What follows belongs to an exercise in optimizing a design on an open flow for small area, a short achievable clock period and few clock cycles per item; a production flow would make more cautious choices.
Only simulation tests tie the RTL to the original design; equivalence was not proved.

==> flow/design.v <==
module ammod_booth24 (
    input  wire [12:0] one,
    input  wire [12:0] two,
    input  wire [12:0] neg,
    input  wire [23:0] y,
    output wire [47:0] p
);
    wire [47:0] row [0:14];
    wire [12:0] negs;
    genvar i;
    generate for (i = 0; i < 13; i = i + 1) begin : g
        wire [24:0] sel = ({25{one[i]}} & {1'b0, y}) | ({25{two[i]}} & {y, 1'b0});
        wire [24:0] e = sel ^ {25{neg[i]}};
        assign row[i] = {22'd0, ~neg[i], e} << (2*i);
        assign negs[i] = neg[i];
    end endgenerate
    genvar j;
    wire [47:0] hots;
    generate for (j = 0; j < 13; j = j + 1) begin : hh
        assign hots[2*j]   = negs[j];
        assign hots[2*j+1] = 1'b0;
    end endgenerate
    assign hots[47:26] = 22'd0;
    assign row[13] = hots;
    assign row[14] = 48'h555556000000;
    wire [47:0] w0s = row[0] ^ row[1] ^ row[2];
    wire [47:0] w0c = ((row[0] & row[1]) | (row[0] & row[2]) | (row[1] & row[2])) << 1;
    wire [47:0] w1s = row[3] ^ row[4] ^ row[5];
    wire [47:0] w1c = ((row[3] & row[4]) | (row[3] & row[5]) | (row[4] & row[5])) << 1;
    wire [47:0] w2s = row[6] ^ row[7] ^ row[8];
    wire [47:0] w2c = ((row[6] & row[7]) | (row[6] & row[8]) | (row[7] & row[8])) << 1;
    wire [47:0] w3s = row[9] ^ row[10] ^ row[11];
    wire [47:0] w3c = ((row[9] & row[10]) | (row[9] & row[11]) | (row[10] & row[11])) << 1;
    wire [47:0] w4s = row[12] ^ row[13] ^ row[14];
    wire [47:0] w4c = ((row[12] & row[13]) | (row[12] & row[14]) | (row[13] & row[14])) << 1;
    wire [47:0] w5s = w0s ^ w0c ^ w1s;
    wire [47:0] w5c = ((w0s & w0c) | (w0s & w1s) | (w0c & w1s)) << 1;
    wire [47:0] w6s = w1c ^ w2s ^ w2c;
    wire [47:0] w6c = ((w1c & w2s) | (w1c & w2c) | (w2s & w2c)) << 1;
    wire [47:0] w7s = w3s ^ w3c ^ w4s;
    wire [47:0] w7c = ((w3s & w3c) | (w3s & w4s) | (w3c & w4s)) << 1;
    wire [47:0] w8s = w5s ^ w5c ^ w6s;
    wire [47:0] w8c = ((w5s & w5c) | (w5s & w6s) | (w5c & w6s)) << 1;
    wire [47:0] w9s = w6c ^ w7s ^ w7c;
    wire [47:0] w9c = ((w6c & w7s) | (w6c & w7c) | (w7s & w7c)) << 1;
    wire [47:0] w10s = w8s ^ w8c ^ w9s;
    wire [47:0] w10c = ((w8s & w8c) | (w8s & w9s) | (w8c & w9s)) << 1;
    wire [47:0] w11s = w10s ^ w10c ^ w9c;
    wire [47:0] w11c = ((w10s & w10c) | (w10s & w9c) | (w10c & w9c)) << 1;
    wire [47:0] w12s = w11s ^ w11c ^ w4c;
    wire [47:0] w12c = ((w11s & w11c) | (w11s & w4c) | (w11c & w4c)) << 1;
    assign p = w12s + w12c;
endmodule
module ammod_fmul (
    input  wire        sa,
    input  wire signed [9:0] ea,
    input  wire [12:0] a_one,
    input  wire [12:0] a_two,
    input  wire [12:0] a_neg,
    input  wire [4:0]  tza,
    input  wire [31:0] b,
    output reg  [31:0] y
);
    localparam [31:0] QNAN = 32'h7FC00000;
    wire [7:0]  eb = b[30:23];
    wire [23:0] mb = {eb != 8'd0, b[22:0]};
    wire b_nan  = (eb == 8'hFF) && (b[22:0] != 0);
    wire b_inf  = (eb == 8'hFF) && (b[22:0] == 0);
    wire b_zero = (b[30:0] == 0);
    wire sy = sa ^ b[31];
    wire signed [11:0] ep = $signed({ea[9], ea[9], ea}) + $signed({4'd0, eb | {7'd0, eb == 8'd0}}) - 12'sd126;
    wire [47:0] p;
    ammod_booth24 u_b (.one(a_one), .two(a_two), .neg(a_neg), .y(mb), .p(p));
    reg [4:0] tzb;
    integer i;
    always @* begin
        tzb = 5'd24;
        for (i = 23; i >= 0; i = i - 1) if (mb[i]) tzb = i[4:0];
    end
    wire        stk_lo = ({1'b0, tza} + {1'b0, tzb}) < 6'd22;
    wire [25:0] w = p[47:22];
    wire        need_rs = (ep < 12'sd1);
    wire signed [11:0] rsw = 12'sd1 - ep;
    wire [4:0]  rs = !need_rs ? 5'd0 : (rsw > 12'sd26) ? 5'd26 : rsw[4:0];
    wire [25:0] w1 = w >> rs;
    wire        lost = |(w & ~({26{1'b1}} << rs));
    wire        stk1 = stk_lo | lost;
    wire signed [11:0] e1 = need_rs ? 12'sd1 : ep;
    wire        ladj = !w1[25] && (e1 >= 12'sd2);
    wire [22:0] mant = ladj ? w1[23:1] : w1[24:2];
    wire        g    = ladj ? w1[0]    : w1[1];
    wire        st   = ladj ? stk1     : (w1[0] | stk1);
    wire        top  = ladj ? w1[24]   : w1[25];
    wire signed [11:0] e2 = ladj ? e1 - 12'sd1 : e1;
    wire [7:0]  ef   = top ? e2[7:0] : 8'd0;
    wire        rup  = g & (st | mant[0]);
    wire [30:0] mag  = {ef, mant} + {30'd0, rup};
    wire        ovf  = (e2 >= 12'sd255);
    always @* begin
        if (b_nan)
            y = QNAN;
        else if (b_inf || ovf)
            y = {sy, 8'hFF, 23'd0};
        else if (b_zero)
            y = {sy, 31'd0};
        else
            y = {sy, mag};
    end
endmodule
module ammod_fadd (
    input  wire [31:0] a,
    input  wire [31:0] b,
    input  wire        a_nan,
    input  wire        zs,
    output reg  [31:0] y
);
    localparam [31:0] QNAN = 32'h7FC00000;
    wire [7:0] ea = a[30:23], eb = b[30:23];
    wire an = (ea == 8'hFF) && (a[22:0] != 0);
    wire bn = (eb == 8'hFF) && (b[22:0] != 0);
    wire ai = (ea == 8'hFF) && (a[22:0] == 0);
    wire bi = (eb == 8'hFF) && (b[22:0] == 0);
    wire az = (a[30:0] == 0), bz = (b[30:0] == 0);
    wire [7:0]  ea1 = ea | {7'd0, ea == 8'd0};
    wire [7:0]  eb1 = eb | {7'd0, eb == 8'd0};
    wire [23:0] ma = {ea != 8'd0, a[22:0]};
    wire [23:0] mb = {eb != 8'd0, b[22:0]};
    wire        sub = a[31] ^ b[31];
    wire [8:0]  dab = {1'b0, ea1} - {1'b0, eb1};
    wire [8:0]  dba = {1'b0, eb1} - {1'b0, ea1};
    wire        bgt = dab[8];               
    wire [7:0]  el = bgt ? eb1 : ea1;
    wire [7:0]  d  = bgt ? dba[7:0] : dab[7:0];
    wire        fswap = (eb > ea);
    wire [7:0]  rab = ea - eb, rba = eb - ea;
    wire [7:0]  draw = fswap ? rba : rab;
    wire [23:0] ml = fswap ? mb : ma;
    wire [23:0] mr = fswap ? ma : mb;
    wire        sl = fswap ? b[31] : a[31];
    wire        rz = fswap ? (ea == 8'd0) : (eb == 8'd0);
    wire        fix = rz && (draw != 8'd0);
    wire [27:0] mrv = fix ? {mr, 4'b0000} : {1'b0, mr, 3'b000};
    wire [4:0]  dsh = (draw > 8'd27) ? 5'd28 : draw[4:0];
    wire [27:0] mrs = mrv >> dsh;
    wire [26:0] mra = mrs[26:0] | {26'd0, |(mrv & ~({28{1'b1}} << dsh))};
    wire [27:0] fs = sub ? {1'b0, ml, 3'b000} - {1'b0, mra} : {1'b0, ml, 3'b000} + {1'b0, mra};
    reg  [26:0] fm;
    reg  [8:0]  fe;
    always @* begin
        if (fs[27]) begin
            fm = {fs[27:2], fs[1] | fs[0]};
            fe = {1'b0, el} + 9'd1;
        end else if (!fs[26] && el > 8'd1) begin
            fm = {fs[25:0], 1'b0};
            fe = {1'b0, el} - 9'd1;
        end else begin
            fm = fs[26:0];
            fe = {1'b0, el};
        end
    end
    wire        frup = fm[2] & (fm[1] | fm[0] | fm[3]);
    wire [7:0]  fef = fm[26] ? fe[7:0] : 8'd0;
    wire [30:0] fmag = {fef, fm[25:3]} + {30'd0, frup};
    wire        fovf = fe[8] | (fe[7:0] == 8'hFF);
    wire        d0  = (ea1 == eb1);
    wire [25:0] nab = {1'b0, ma, 1'b0} - {1'b0, mb, 1'b0};
    wire [25:0] nba = {1'b0, mb, 1'b0} - {1'b0, ma, 1'b0};
    wire [24:0] n1a = {ma, 1'b0} - {1'b0, mb};
    wire [24:0] n1b = {mb, 1'b0} - {1'b0, ma};
    reg  [24:0] nd;
    reg         ns;
    always @* begin
        if (d0) begin
            if (nab[25]) begin nd = nba[24:0]; ns = b[31]; end
            else         begin nd = nab[24:0]; ns = a[31]; end
        end else if (bgt) begin
            nd = n1b; ns = b[31];
        end else begin
            nd = n1a; ns = a[31];
        end
    end
    wire [4:0]  lim = (el - 8'd1 > 8'd24) ? 5'd24 : el[4:0] - 5'd1;   
    wire [24:0] lmask = 25'h1000000 >> lim;
    wire [24:0] nz = nd | lmask;
    reg  [4:0]  nlz;
    integer k;
    always @* begin
        nlz = 5'd24;
        for (k = 0; k < 25; k = k + 1) if (nz[k]) nlz = 5'd24 - k[4:0];
    end
    wire [24:0] nn = nd << nlz;
    wire [8:0]  ne = {1'b0, el} - {4'd0, nlz};   
    wire [7:0]  nef = nn[24] ? ne[7:0] : 8'd0;
    wire [30:0] nmag = {nef, nn[23:1]};
    wire        near_ok = sub && (d0 || (d == 8'd1 && !nd[24]));
    wire        nzero = (nd == 25'd0);
    always @* begin
        if (an || bn || a_nan || (ai && bi && sub))
            y = QNAN;
        else if (ai)
            y = a;
        else if (bi)
            y = b;
        else if (az && bz)
            y = {a[31] & zs & b[31], 31'd0};
        else if (near_ok) begin
            if (nzero) y = 32'd0;
            else       y = {ns, nmag};
        end else if (fovf)
            y = {sl, 8'hFF, 23'd0};
        else
            y = {sl, fmag};
    end
endmodule
module ammod (
    input  wire        clk,
    input  wire        rst,
    input  wire        cmd_valid,
    input  wire [31:0] cmd,
    input  wire [31:0] midx,
    input  wire [31:0] x,
    input  wire [2:0]  err_clr,
    output reg         cmd_ready,
    output reg  [31:0] yre,
    output wire [31:0] yim,
    output reg  [31:0] nidx,
    output reg         created,
    output reg  [1:0]  lasterr,
    output reg  [2:0]  errflags
);
    localparam N = 18;
    localparam [31:0] ONE = 32'h3F800000;
    localparam [1:0] E_OK = 2'd0, E_PARAM = 2'd1, E_ILL = 2'd2, E_STATE = 2'd3;
    localparam [1:0] S_IDLE = 2'd0, S_EXEC = 2'd1, S_NORM = 2'd2, S_RUN = 2'd3;
    function [31:0] hmag;
        input [2:0] j;
        case (j)
            3'd0: hmag = 32'h3BB96DD0;
            3'd1: hmag = 32'h3C8BC81A;
            3'd2: hmag = 32'h3D6FF656;
            3'd3: hmag = 32'h3E275216;
            default: hmag = 32'h3F1E741A;
        endcase
    endfunction
    reg [1:0]  state;
    reg [3:0]  ph;           
    reg        c_nop, c_create, c_step, c_destroy;
    reg [1:0]  c_sb;
    reg        c_sc;
    reg [31:0] p2r;
    reg        p2pend;
    reg [23:0] m_sig;        
    reg signed [9:0] m_exp;  
    reg [1:0]  sb;
    reg        sc;
    reg [31:0] line [0:N-1];
    reg [N-1:0] vld;
    reg  [31:0] opb;         
    reg  [31:0] preg;        
    reg  [31:0] acc;         
    assign yim = acc;
    wire        dsb = (sb == 2'd0);
    wire        run = (state == S_RUN);
    function [38:0] benc;
        input [23:0] v;
        reg [25:0] xb;
        reg b0, b1, b2;
        integer i;
        begin
            xb = {2'b00, v};
            for (i = 0; i < 13; i = i + 1) begin
                b0 = (i == 0) ? 1'b0 : xb[2*i-1];
                b1 = xb[2*i];
                b2 = xb[2*i+1];
                benc[i]      = b1 ^ b0;
                benc[13 + i] = (b2 & ~b1 & ~b0) | (~b2 & b1 & b0);
                benc[26 + i] = b2 & ~(b1 & b0);
            end
        end
    endfunction
    function [4:0] tz24;
        input [23:0] v;
        integer i;
        begin
            tz24 = 5'd24;
            for (i = 23; i >= 0; i = i - 1) if (v[i]) tz24 = i[4:0];
        end
    endfunction
    reg  [3:0]  phn;
    reg  [31:0] hc;
    reg         an_sa;
    reg signed [9:0] an_ea;
    reg  [23:0] an_ma;
    always @* begin
        phn = (state == S_EXEC) ? (sc ? 4'd3 : 4'd2) : ph + 4'd1;
        case (phn)
            4'd2:  hc = hmag(3'd1);
            4'd3:  hc = hmag(3'd0);
            4'd4:  hc = hmag(3'd2);
            4'd5:  hc = hmag(3'd3);
            4'd6:  hc = hmag(3'd4);
            4'd7:  hc = hmag(3'd4);
            4'd8:  hc = hmag(3'd3);
            4'd9:  hc = hmag(3'd2);
            4'd10: hc = hmag(3'd1);
            4'd13: hc = hmag(3'd1);
            default: hc = hmag(3'd0);
        endcase
        if (state == S_EXEC || state == S_RUN) begin
            an_sa = (phn <= 4'd6) || (phn == 4'd13);
            an_ea = $signed({2'b00, hc[30:23]});
            an_ma = {1'b1, hc[22:0]};
        end else begin
            an_sa = 1'b0;
            an_ea = m_exp;
            an_ma = m_sig;
        end
    end
    reg         a_sa;
    reg signed [9:0] a_ea;
    reg  [12:0] a_one, a_two, a_neg;
    reg  [4:0]  a_tz;
    always @(posedge clk) begin
        a_sa <= an_sa;
        a_ea <= an_ea;
        {a_neg, a_two, a_one} <= benc(an_ma);
        a_tz <= tz24(an_ma);
    end
    wire [31:0] mo;
    ammod_fmul u_mul (.sa(a_sa), .ea(a_ea), .a_one(a_one), .a_two(a_two), .a_neg(a_neg),
                      .tza(a_tz), .b(opb), .y(mo));
    wire        fir_add = run && !dsb && (ph >= 4'd4);
    reg         zn, zsg;
    integer q;
    always @* begin
        zn = 1'b0;
        zsg = 1'b0;
        for (q = 0; q < 9; q = q + 1)
            if (ph == q + 4) begin
                zn  = vld[2*q] && (line[2*q][30:23] == 8'hFF);
                zsg = vld[2*q] && line[2*q][31];
            end
    end
    wire        z_nan = fir_add && zn;
    wire        z_s   = !fir_add || (ph != 4'd4 && zsg);
    wire [31:0] ao;
    ammod_fadd u_add (.a(acc), .b(preg), .a_nan(z_nan), .zs(z_s), .y(ao));
    wire m_ok = !opb[31] && (opb[30:0] != 31'd0) && (opb[30:0] <= 31'h3F800000);
    wire [7:0] op = cmd[7:0];
    wire hi0 = (cmd[31:11] == 21'd0);
    wire mid0 = (cmd[10:8] == 3'd0);
    reg  [31:0] tap;
    integer r;
    always @* begin
        tap = ({32{state == S_EXEC && vld[1]}} & line[1])
            | ({32{run && ph == 4'd12 && vld[0]}} & line[0]);
        for (r = 2; r < 10; r = r + 1)
            tap = tap | ({32{run && ph == r + 1 && vld[2*r-1]}} & line[2*r-1]);
    end
    wire go     = c_step && created;                   
    wire newa_s = (state == S_EXEC) && go && !dsb && sc;
    wire newa_c = run && !dsb && !sc && (ph == 4'd2);
    wire newa   = newa_s || newa_c;
    wire [31:0] aval = sc ? mo : ao;
    wire push   = run && !dsb && (ph == 4'd12);
    integer j;
    task finish;
        input [1:0] code;
        begin
            lasterr <= code;
            if (code != E_OK) errflags[code - 2'd1] <= 1'b1;
            state <= S_IDLE;
            cmd_ready <= 1'b1;
        end
    endtask
    always @(posedge clk) begin
        preg <= mo;
        if (push) begin
            for (j = N - 1; j > 0; j = j - 1) line[j] <= line[j-1];
            line[0] <= yre;
        end
    end
    always @(posedge clk) begin
        if (state == S_IDLE)
            opb <= cmd[0] ? midx : x;
        else if (newa)
            opb <= aval;
        else
            opb <= tap;
    end
    always @(posedge clk) begin
        if (rst) begin
            state     <= S_IDLE;
            cmd_ready <= 1'b1;
            created   <= 1'b0;
            yre       <= 32'd0;
            acc       <= 32'd0;
            nidx      <= 32'd0;
            lasterr   <= E_OK;
            errflags  <= 3'd0;
            p2pend    <= 1'b0;
        end else begin
            if (newa) yre <= aval;
            if (push) begin
                vld <= {vld[N-2:0], 1'b1};
                yre <= line[8] & {32{vld[8]}};
            end
            case (state)
                S_IDLE: begin
                    if (p2pend) p2r <= mo;
                    p2pend   <= 1'b0;
                    errflags <= errflags & ~err_clr;
                    c_nop     <= (op == 8'h00) && hi0 && mid0;
                    c_create  <= (op == 8'h01) && hi0;
                    c_step    <= (op == 8'h02) && hi0 && mid0;
                    c_destroy <= (op == 8'h03) && hi0 && mid0;
                    c_sb      <= cmd[9:8];
                    c_sc      <= cmd[10];
                    if (cmd_valid) begin
                        state     <= S_EXEC;
                        cmd_ready <= 1'b0;
                    end
                end
                S_EXEC: begin
                    if (!(c_nop || c_create || c_step || c_destroy)) begin
                        finish(E_ILL);
                    end else if (c_nop) begin
                        finish(E_OK);
                    end else if (c_create) begin
                        if (created) finish(E_STATE);
                        else if (!m_ok || c_sb == 2'd3) finish(E_PARAM);
                        else begin
                            created <= 1'b1;
                            sb      <= c_sb;
                            sc      <= c_sc;
                            m_sig   <= {opb[30:23] != 8'd0, opb[22:0]};
                            m_exp   <= (opb[30:23] == 8'd0) ? 10'sd1 : $signed({2'b00, opb[30:23]});
                            vld     <= {N{1'b0}};
                            p2r     <= 32'h80000000;     
                            p2pend  <= 1'b0;
                            yre     <= 32'd0;
                            acc     <= 32'd0;
                            nidx    <= 32'd0;
                            lasterr <= E_OK;
                            if (opb[30:23] == 8'd0) state <= S_NORM;
                            else begin
                                state     <= S_IDLE;
                                cmd_ready <= 1'b1;
                            end
                        end
                    end else if (!created) begin
                        finish(E_STATE);
                    end else if (c_step) begin
                        if (dsb && sc) begin
                            yre  <= mo;
                            acc  <= 32'd0;
                            nidx <= nidx + 32'd1;
                            finish(E_OK);
                        end else begin
                            acc   <= sc ? p2r : ONE;
                            ph    <= sc ? 4'd3 : 4'd2;
                            state <= S_RUN;
                        end
                    end else begin
                        created <= 1'b0;
                        yre     <= 32'd0;
                        acc     <= 32'd0;
                        nidx    <= 32'd0;
                        finish(E_OK);
                    end
                end
                S_NORM: begin
                    m_sig <= m_sig << 1;
                    m_exp <= m_exp - 10'sd1;
                    if (m_sig[22]) begin
                        state     <= S_IDLE;
                        cmd_ready <= 1'b1;
                    end
                end
                default: begin  
                    ph <= ph + 4'd1;
                    if (dsb) begin
                        yre  <= ao;
                        acc  <= 32'd0;
                        nidx <= nidx + 32'd1;
                        finish(E_OK);
                    end else begin
                        if (ph == 4'd2) acc <= mo;           
                        if (fir_add) acc <= (ph == 4'd12 && sb == 2'd2) ? {~ao[31], ao[30:0]} : ao;
                        if (ph == 4'd12) begin
                            p2pend <= 1'b1;
                            nidx <= nidx + 32'd1;
                            finish(E_OK);
                        end
                    end
                end
            endcase
        end
    end
endmodule
==> flow/run.sh <==
#!/bin/bash
# synth_recipe.tcl (not shown) runs the flow's synth.tcl, then flattens the netlist and writes it again
# the make line also repeats each setting of config.mk as NAME=value (left out here)
make -C /OpenROAD-flow-scripts/flow DESIGN_CONFIG=/design/flow/config.mk WORK_HOME=/design/flow/orfs CLKGATE_MAP_FILE= SYNTH_SCRIPT=/design/flow/synth_recipe.tcl finish
==> flow/config.mk <==
export PLATFORM = sky130hd
export DESIGN_NAME = ammod
export DESIGN_NICKNAME = ammod
export VERILOG_FILES = /design/flow/design.v
export SDC_FILE = /design/flow/constraint.sdc
export NUM_CORES = 4
export LEC_CHECK = 0
export ABC_AREA = 1
export CAP_MARGIN = 60
export CORE_MARGIN = 2
export CORE_UTILIZATION = 40
export GPL_TIMING_DRIVEN = 1
export PLACE_DENSITY = 0.55
export SLEW_MARGIN = 60
==> flow/constraint.sdc <==
create_clock -name core_clock -period 24.0 [get_ports {clk}]
set_input_delay 4.8000 -clock core_clock [delete_from_list [all_inputs] [get_ports {clk}]]
set_output_delay 4.8000 -clock core_clock [all_outputs]
set_load 0.01 [all_outputs]
==> key figures, run 1 <==
Synthesis
  – Post-synthesis xor/xnor area fraction: approximately 5.3%
  – Mux contribution to synthesized area: 0.157%
  – Synth unique cells: 85
  – Post-synth top cells: nand2_1 (1822), inv_1 (1209), edfxtp_1 (674)
  – Post-Syn Nets: 9709
  – Synth Cell Area: 71100 µm²
  – Post-Synth Adder-Cell Area: between 10 and 15%
  – Most common cell in the netlist: nand2_1
  – #FFs+latches synth: ~900
  – Async S/R FF share, synth: 0%
  – EDFF count, synth: roughly 670
  – Post-synthesis sequential area ratio: between 30% and 40%
  – Top cells by area, synth: edfxtp_1 (28%), nand2_1 (9.6%), fa_1 (7.8%), ha_1 (6.4%), inv_1 (6.4%)
  – Synth Flop Type: edfxtp_1
  – Synthesis Warnings: 5
  – Syn Area/Cell: approximately 7.9 µm²
  – Area leader, netlist: edfxtp_1
  – Post-Syn Instances: between 8000 and 9000
  – Synth top area share: about 28%
  – Fraction of the mapped netlist area in simple logic gates: just over 20%
  – Largest family of logic cells by synthesized area: simple AND/OR/NAND/NOR gates
  – Compound-cell area share of the yosys netlist: approximately 16%

Detailed routing
  – Drt first pass iters: 8
  – Detailed Route Iter0 Violations: 7570
  – Post-route ant nets: 0
  – Via count: around 66000
  – Routed len/inst: 24.9 µm
  – Vias per inst: about 5.8
  – Remaining routing DRC violations: 0
  – Routed wire length: roughly 280 mm

Critical path
  – Worst Path Required: roughly 25 ns
  – Reg2reg end: opb[16]$_DFF_P_
  – R2R setup slack: approximately 12 ns
  – Crit Reg-Reg Startpoint: acc[24]$_SDFFE_PP0P_
  – CP startpoint kind: register
  – Crit path to: opb[16]$_DFF_P_
  – Peak per-stage delay on the critical path: slightly below 0.7 ns
  – Critical Path Fanout Max: 46
  – WP data arrival: approximately 12 ns
  – Crit path from: acc[24]$_SDFFE_PP0P_
  – Top cell by count, worst path: nand2_1
  – R2R depth: 67
  – WS Path Type: reg2reg
  – CP endpoint kind: register
  – Slowest stage cell, crit path: dfxtp_1

Clocking
  – CTS sink count: between 800 and 900
  – TritonCTS clock tree: yes
  – Inserted Clock Buffers: 90
  – Post-CTS sizing: 0
  – CTS Buffer Depth: 3
  – Post-CTS Setup Bufs: 0
  – CTS clock-pin slew for the worst setup and hold paths: roughly 0.070 ns
  – # hold bufs at CTS: 0
  – H-tree lvl count: 3
  – Worst-skew pair later-pin latency: between 0.7 and 0.8 ns
  – Root Driver: clkbuf_16

GRT
  – Largest net degree at the start of global routing: between 70 and 80
  – Vias in the first global route: between 60000 and 70000
  – GRT Overall Usage: a little under a third
  – Global-route wire length before repair: 414 mm
  – Initial antenna violation count: 12
  – Total global routing overflow: 0

Final layout
  – P&R area growth vs syn: 11.3%
  – Share of cells above drive strength 1: under 10%
  – Fin util: around 45%
  – # nets final: roughly 9700

STA
  – Clock Skew: around 0.035 ns
  – Final Hold Slack: just over 0.4 ns
  – Max_slew headroom: between 50% and 60%
  – # setup viols final: 0
  – Fin crit period: between 10 and 15 ns
  – Slew Viols, Final: 0
  – Slew @ Worst Pin: 0.686 ns
  – Max Freq: 85.7 MHz
  – Final hold vios: 0
  – Setup tns final: 0 ns
  – RSZ-0062 raised after global routing: no
  – Final period util: around half

Place
  – Routability cong.: approximately 1
  – Port bufs: slightly above 200
  – Detailed-placement wirelength estimate: about 220 mm

Die
  – Rows: 154
  – Area of the die: roughly 180000 µm²
  – Die width: ~430 µm
  – IO Pins: between 200 and 250
  – Starting Density: 40.3%
  – Die H: roughly 430 µm
  – Core Footprint: around 180000 µm²

Run
  – Max Cap Violations: 0

Min path
  – Hold Crit Class: reg2reg

Outcome
  – Outcome: no timing/DRC/antenna violations
cell type report:
| cell class | count | area (µm²) |
|---|---|---|
| Clock buffer | 115 | 2610 |
| Sequential cell | 897 | 24700 |
| Fill cell | 17700 | 97200 |
| Clock inverter | 51 | 507 |
| Antenna cell | 5 | 12.5 |
| Inverter | 1293 | 4890 |
| Multi-Input combinational cell | 6396 | 40300 |
| Timing Repair Buffer | 326 | 3170 |
| Tap cell | 2340 | 2930 |
metrics by stage:
| step | setup WS [ns] | cells | instance area, µm² |
|---|---|---|---|
| floorplan | 5.34 | 8965 | 71100 |
| global placement | 11.88 | 11200 | 75300 |
| detailed placement | 12.35 | 11200 | 75800 |
| CTS | 12.29 | 11400 | 79000 |
| global route | 11.06 | 11400 | 79100 |
| finish | 12.33 | 11400 | 79100 |
cells in the final DEF (no fill, tap or decap), types with 35 or more instances in the layout:
cell                n
nand3_1           507
nor2_1            646
nand2_2            38
o211ai_1           51
fa_1              276
edfxtp_1          674
xor2_1            388
o21ai_1           118
ha_1              366
buf_4              94
nor3_1             85
o22ai_1           295
o21ai_0           516
a211oi_1           53
a221oi_1           79
dfxtp_1           215
clkinv_1           49
clkdlybuf4s50_1   203
clkbuf_16         100
a31oi_1            48
nand4_1           116
a21oi_1           491
nand2_1          1816
inv_2              66
or2_2              38
xnor2_1            35
inv_1            1176
how the worst min path moves through the flow:
| stage | startpoint | to | slack [ns] | depth (start not counted) |
|---|---|---|---|---|
| after global routing | line[10][20]$_DFFE_PP_ | line[11][20]$_DFFE_PP_ | 0.42 | 0 |
| after global placement | line[14][19]$_DFFE_PP_ | line[15][19]$_DFFE_PP_ | 0.40 | 0 |
| after CTS | line[14][0]$_DFFE_PP_ | line[15][0]$_DFFE_PP_ | 0.41 | 0 |
| after detailed placement | line[10][16]$_DFFE_PP_ | line[11][16]$_DFFE_PP_ | 0.40 | 0 |
| after floorplan | line[10][0]$_DFFE_PP_ | line[11][0]$_DFFE_PP_ | 0.40 | 0 |
| final | line[2][3]$_DFFE_PP_ | line[3][3]$_DFFE_PP_ | 0.41 | 0 |
critical path: cells and delay by family (launching register included):
family	cells	cell delay, ns
compound gates	16	3.39
flops	1	0.69
simple gates	40	5.12
buf+inv	8	1.05
fa+ha+maj	3	1.19
metal layers:
layer | GRT usage, % | vias to the layer above | part of all wire [%]
met5 | 0 | - | 0.019
met4 | 11.9 | 8 | 4.5
met3 | 5.45 | 461 | 8.5
met2 | 45.0 | 2865 | 42
met1 | 44.1 | 32100 | 44
li1 | - | 30300 | -
registers in the layout (all words and copies together) (netlist names), 13 cells and up:
signal,flops
a_one,13
acc,32
line,576
m_sig,24
nidx,32
opb,32
p2r,32
preg,32
vld,18
yre,32
cells by family after synthesis:
group,after synthesis
adder cells (fa/ha/maj),642
XOR/XNOR,430
flip-flops,897
multiplexers,11
AND/OR/NAND/NOR,3414
AO/OA/AOI/OAI,1899
buffers and inverters,1672
Testbench counts, summed over its fixed seeds: cycles 28,366, steps 3,072.
==> run 2: changes to the inputs <==
--- a/flow/config.mk
+++ b/flow/config.mk
@@ -6,9 +6,9 @@
 export NUM_CORES = 4
 export LEC_CHECK = 0
 export ABC_AREA = 1
-export CAP_MARGIN = 60
+export CAP_MARGIN = 40
 export CORE_MARGIN = 2
 export CORE_UTILIZATION = 40
 export GPL_TIMING_DRIVEN = 1
-export PLACE_DENSITY = 0.55
-export SLEW_MARGIN = 60
+export PLACE_DENSITY = 0.6
+export SLEW_MARGIN = 40
==> run 2 against run 1 <==
  * Still clean
  * Clock-buffer cell count increased by 3
  * Clock skew grew 0.0040 ns
  * Wire length down 0.52%
  * Via count up 1.1%
  * First-iteration DRC count rose by 5.6%
  * Cell area shrank 0.73%
  * Synthesized area stayed put
  * Worst hold slack worse by 0.0050 ns
  * Maximum frequency is 3.1% lower
  * Final cell count is essentially flat
  * Critical endpoint is now opb[2]$_DFF_P_
  * Highest routed layer unchanged
==> key figures, run 2 <==
Outcome
  – Outcome: no timing/DRC/antenna violations (unchanged)

Synthesis
  – Synth top area share: 28.5% (unchanged)
  – #FFs+latches synth: 897 (unchanged)
  – Syn Area/Cell: 7.93 µm² (unchanged)
  – Synth unique cells: 85 (unchanged)
  – Post-Syn Nets: 9709 (unchanged)
  – Synth Flop Type: edfxtp_1 (unchanged)
  – Most common cell in the netlist: nand2_1 (unchanged)
  – Top cells by area, synth: edfxtp_1 (28%), nand2_1 (9.6%), fa_1 (7.8%), ha_1 (6.4%), inv_1 (6.4%) (unchanged)
  – Async S/R FF share, synth: 0% (unchanged)
  – Post-Syn Instances: 8965 (unchanged)
  – Area leader, netlist: edfxtp_1 (unchanged)
  – Post-synthesis sequential area ratio: 34.8% (unchanged)
  – Synth Cell Area: 71100 µm² (unchanged)
  – Synthesis Warnings: 5 (unchanged)
  – Post-synth top cells: nand2_1 (1822), inv_1 (1209), edfxtp_1 (674) (unchanged)
  – EDFF count, synth: 674 (unchanged)

Die
  – Core Footprint: 176000 µm² (unchanged)
  – Rows: 154 (unchanged)
  – Die H: 426 µm (unchanged)
  – Starting Density: 40.3% (unchanged)
  – IO Pins: 205 (unchanged)
  – Area of the die: 181000 µm² (unchanged)
  – Die width: 426 µm (unchanged)

Final layout
  – Max FFs per register: 576 (unchanged)
  – Top reg by flops: line (unchanged)
  – FF/Latch Area: 24700 µm² (about the same)
  – P&R area growth vs syn: 10.5% (was 11.3%)
  – Commonest cells after routing, fill and taps aside: nand2_1 (1818), inv_1 (1181), edfxtp_1 (674) (was nand2_1 (1816), inv_1 (1176), edfxtp_1 (674))
  – Commonest non-fill, non-tap cell in the layout: nand2_1 (unchanged)
  – Cell area after layout: 78600 µm² (was 79100 µm²)
  – Multi-input logic area: 40000 µm² (was 40300 µm²)
  – # nets final: 9737 (was 9748)
  – Fillers: 17500 (was 17700)
  – Final cell count without fillers: 11400 (about the same)
  – Share of cells above drive strength 1: 5.88% (was 6.59%)

Clocking
  – TritonCTS clock tree: yes (unchanged)
  – H-tree lvl count: 3 (unchanged)
  – # hold bufs at CTS: 0 (unchanged)
  – Root Driver: clkbuf_16 (unchanged)
  – Post-CTS Setup Bufs: 0 (unchanged)
  – CTS sink count: 897 (unchanged)
  – Post-CTS sizing: 0 (unchanged)
  – CTS clock-pin slew for the worst setup and hold paths: 0.07 ns (about the same)
  – CTS Buffer Depth: 3 (unchanged)
  – Worst-skew pair later-pin latency: 0.70 ns (was 0.71 ns)
  – Inserted Clock Buffers: 92 (was 90)

Critical path
  – Worst Path Required: 24.52 ns (about the same)
  – Reg2reg end: opb[2]$_DFF_P_ (was opb[16]$_DFF_P_)
  – Crit Reg-Reg Startpoint: acc[26]$_SDFFE_PP0P_ (was acc[24]$_SDFFE_PP0P_)
  – Crit path to: opb[2]$_DFF_P_ (was opb[16]$_DFF_P_)
  – WP data arrival: 12.56 ns (was 12.18 ns)
  – R2R depth: 67 (unchanged)
  – Peak per-stage delay on the critical path: 0.65 ns (was 0.69 ns)
  – Cell family with most CP delay: compound AO/OA/AOI/OAI gates (was simple AND/OR/NAND/NOR gates)
  – Top cell by count, worst path: nand2_1 (unchanged)
  – Crit path from: acc[26]$_SDFFE_PP0P_ (was acc[24]$_SDFFE_PP0P_)
  – Critical Path Fanout Max: 98 (was 46)
  – R2R setup slack: 11.96 ns (was 12.33 ns)
  – Slowest stage cell, crit path: buf_4 (was dfxtp_1)
  – Bufs and invs on worst path: 9 (was 8)
  – CP startpoint kind: register (unchanged)
  – WS Path Type: reg2reg (unchanged)
  – CP endpoint kind: register (unchanged)
  – Critical path depth: 67 (unchanged)

Detailed routing
  – Detailed Route Iter0 Violations: 7995 (was 7570)
  – Remaining routing DRC violations: 0 (unchanged)
  – Routed wire length: 283 mm (was 284 mm)
  – Drt first pass iters: 8 (unchanged)
  – Via count: 66400 (was 65700)
  – Post-route ant nets: 0 (unchanged)
  – Vias per inst: 5.82 (was 5.75)
  – Routed len/inst: 24.8 µm (was 24.9 µm)

Place
  – Area after DPL: 75300 µm² (was 75800 µm²)
  – Dpl ws: 12.44 ns (was 12.35 ns)
  – Detailed-placement wirelength estimate: 216 mm (was 219 mm)
  – Port bufs: 204 (unchanged)
  – Cells after DPL: 11200 (about the same)
  – Routability cong.: 1.03 (was 0.981)

STA
  – RSZ-0062 raised after global routing: no (unchanged)
  – Setup tns final: 0 ns (unchanged)
  – # setup viols final: 0 (unchanged)
  – Clock Skew: 0.0394 ns (was 0.0354 ns)
  – Final period util: 50.2% (was 48.6%)
  – Max Freq: 83.1 MHz (was 85.7 MHz)
  – Max_slew headroom: 29.7% (was 54.2%)
  – Final hold vios: 0 (unchanged)
  – Final worst-path setup slack: 11.96 ns (was 12.33 ns)
  – Fin crit period: 12.04 ns (was 11.67 ns)
  – Slew @ Worst Pin: 1.04 ns (was 0.686 ns)
  – Slew Viols, Final: 0 (unchanged)

GRT
  – Initial antenna violation count: 4 (was 12)
  – Total global routing overflow: 0 (unchanged)
  – Vias in the first global route: 62200 (was 61600)
  – Global-route wire length before repair: 413 mm (was 414 mm)
  – GRT Overall Usage: 30.2% (was 30.5%)
  – Largest net degree at the start of global routing: 99 (was 76)

Run
  – Max Cap Violations: 0 (unchanged)

Min path
  – Hold Crit Class: reg2reg (unchanged)
run 2: how the worst min path moves through the flow:
stage                           startpoint                endpoint  depth (start not counted)
detailed placement   line[10][1]$_DFFE_PP_   line[11][1]$_DFFE_PP_                          0
floorplan            line[10][0]$_DFFE_PP_   line[11][0]$_DFFE_PP_                          0
global route        line[14][18]$_DFFE_PP_  line[15][18]$_DFFE_PP_                          0
global placement     line[14][2]$_DFFE_PP_   line[15][2]$_DFFE_PP_                          0
CTS                   line[6][0]$_DFFE_PP_    line[7][0]$_DFFE_PP_                          0
finish              line[14][18]$_DFFE_PP_  line[15][18]$_DFFE_PP_                          0
run 2: per-layer routing:
layer  part of all wire [%]  GRT usage (%)  up-vias
met3                    9.8           5.58      578
met4                    5.2           13.4        2
met5                 0.0042              0        -
met2                     42           44.0     3668
li1                       -              -    30200
met1                     43           43.4    32000
run 2: kinds of logic (layout without fill, tap and decap cells):
kind of cell	count (synthesis)	after routing	share of synthesized area (%)
xor+xnor	430	430	5.32
flops	897	897	34.8
mux	11	11	0.157
fa+ha+maj	642	642	14.2
simple gates	3414	3414	20.5
other cells	0	3	0
compound gates	1899	1899	15.8
buf+inv	1672	1779	9.21
run 2: cell type report:
| cell class | count | area share [%] |
|---|---|---|
| Antenna cell | 3 | 0.00956 |
| Clock buffer | 118 | 3.33 |
| Clock inverter | 55 | 0.685 |
| Inverter | 1293 | 6.20 |
| Multi-Input combinational cell | 6396 | 50.9 |
| Sequential cell | 897 | 31.4 |
| Tap cell | 2340 | 3.73 |
| Timing Repair Buffer | 313 | 3.71 |
run 2: worst reg2reg max path, delay by kind of cell, from the launching register on:
family | cells | cell delay (ns)
buf+inv | 9 | 1.46
simple gates | 35 | 4.04
flops | 1 | 0.47
xor+xnor | 1 | 0.21
fa+ha+maj | 3 | 1.16
compound gates | 19 | 4.56
run 2: metrics by stage:
stage / utilization [%] / hold WS (ns)
finish: 44.6 / 0.407
global route: 44.6 / 0.408
CTS: 44.5 / 0.409
detailed placement: 42.7 / 0.405
global placement: 42.7 / 0.400
floorplan: - / 0.400

-- separate check: timing with driven ports --
The flow's constraints put no driver on any port. The routed layouts listed below were extracted and timed again, unchanged, in two steps. Step 1: set_driving_cell puts a clkbuf_16 on clk and a buf_2 on each other input, an assumption about the parent block. Step 2 moves the port delays by t, midway between the first and last clock arrival at a register: inputs arrive t later, outputs are due t later. That takes back most of the time a late clock gives input paths. Slacks: ideal / step 1 / step 2; pairs: ideal / step 1.
| run | shift t [ns] | slack for setup (ns) | worst data-port slew with drivers (ns) | cell pins on the clock port's net |
|---|---|---|---|---|
| run 1 | 0.768 | 12.334 / 12.334 / 12.334 | 0.07 | 1 |
| run 2 | 0.754 | 11.959 / 11.959 / 11.959 | 0.19 | 1 |
After both steps setup and hold are still met in every run listed.
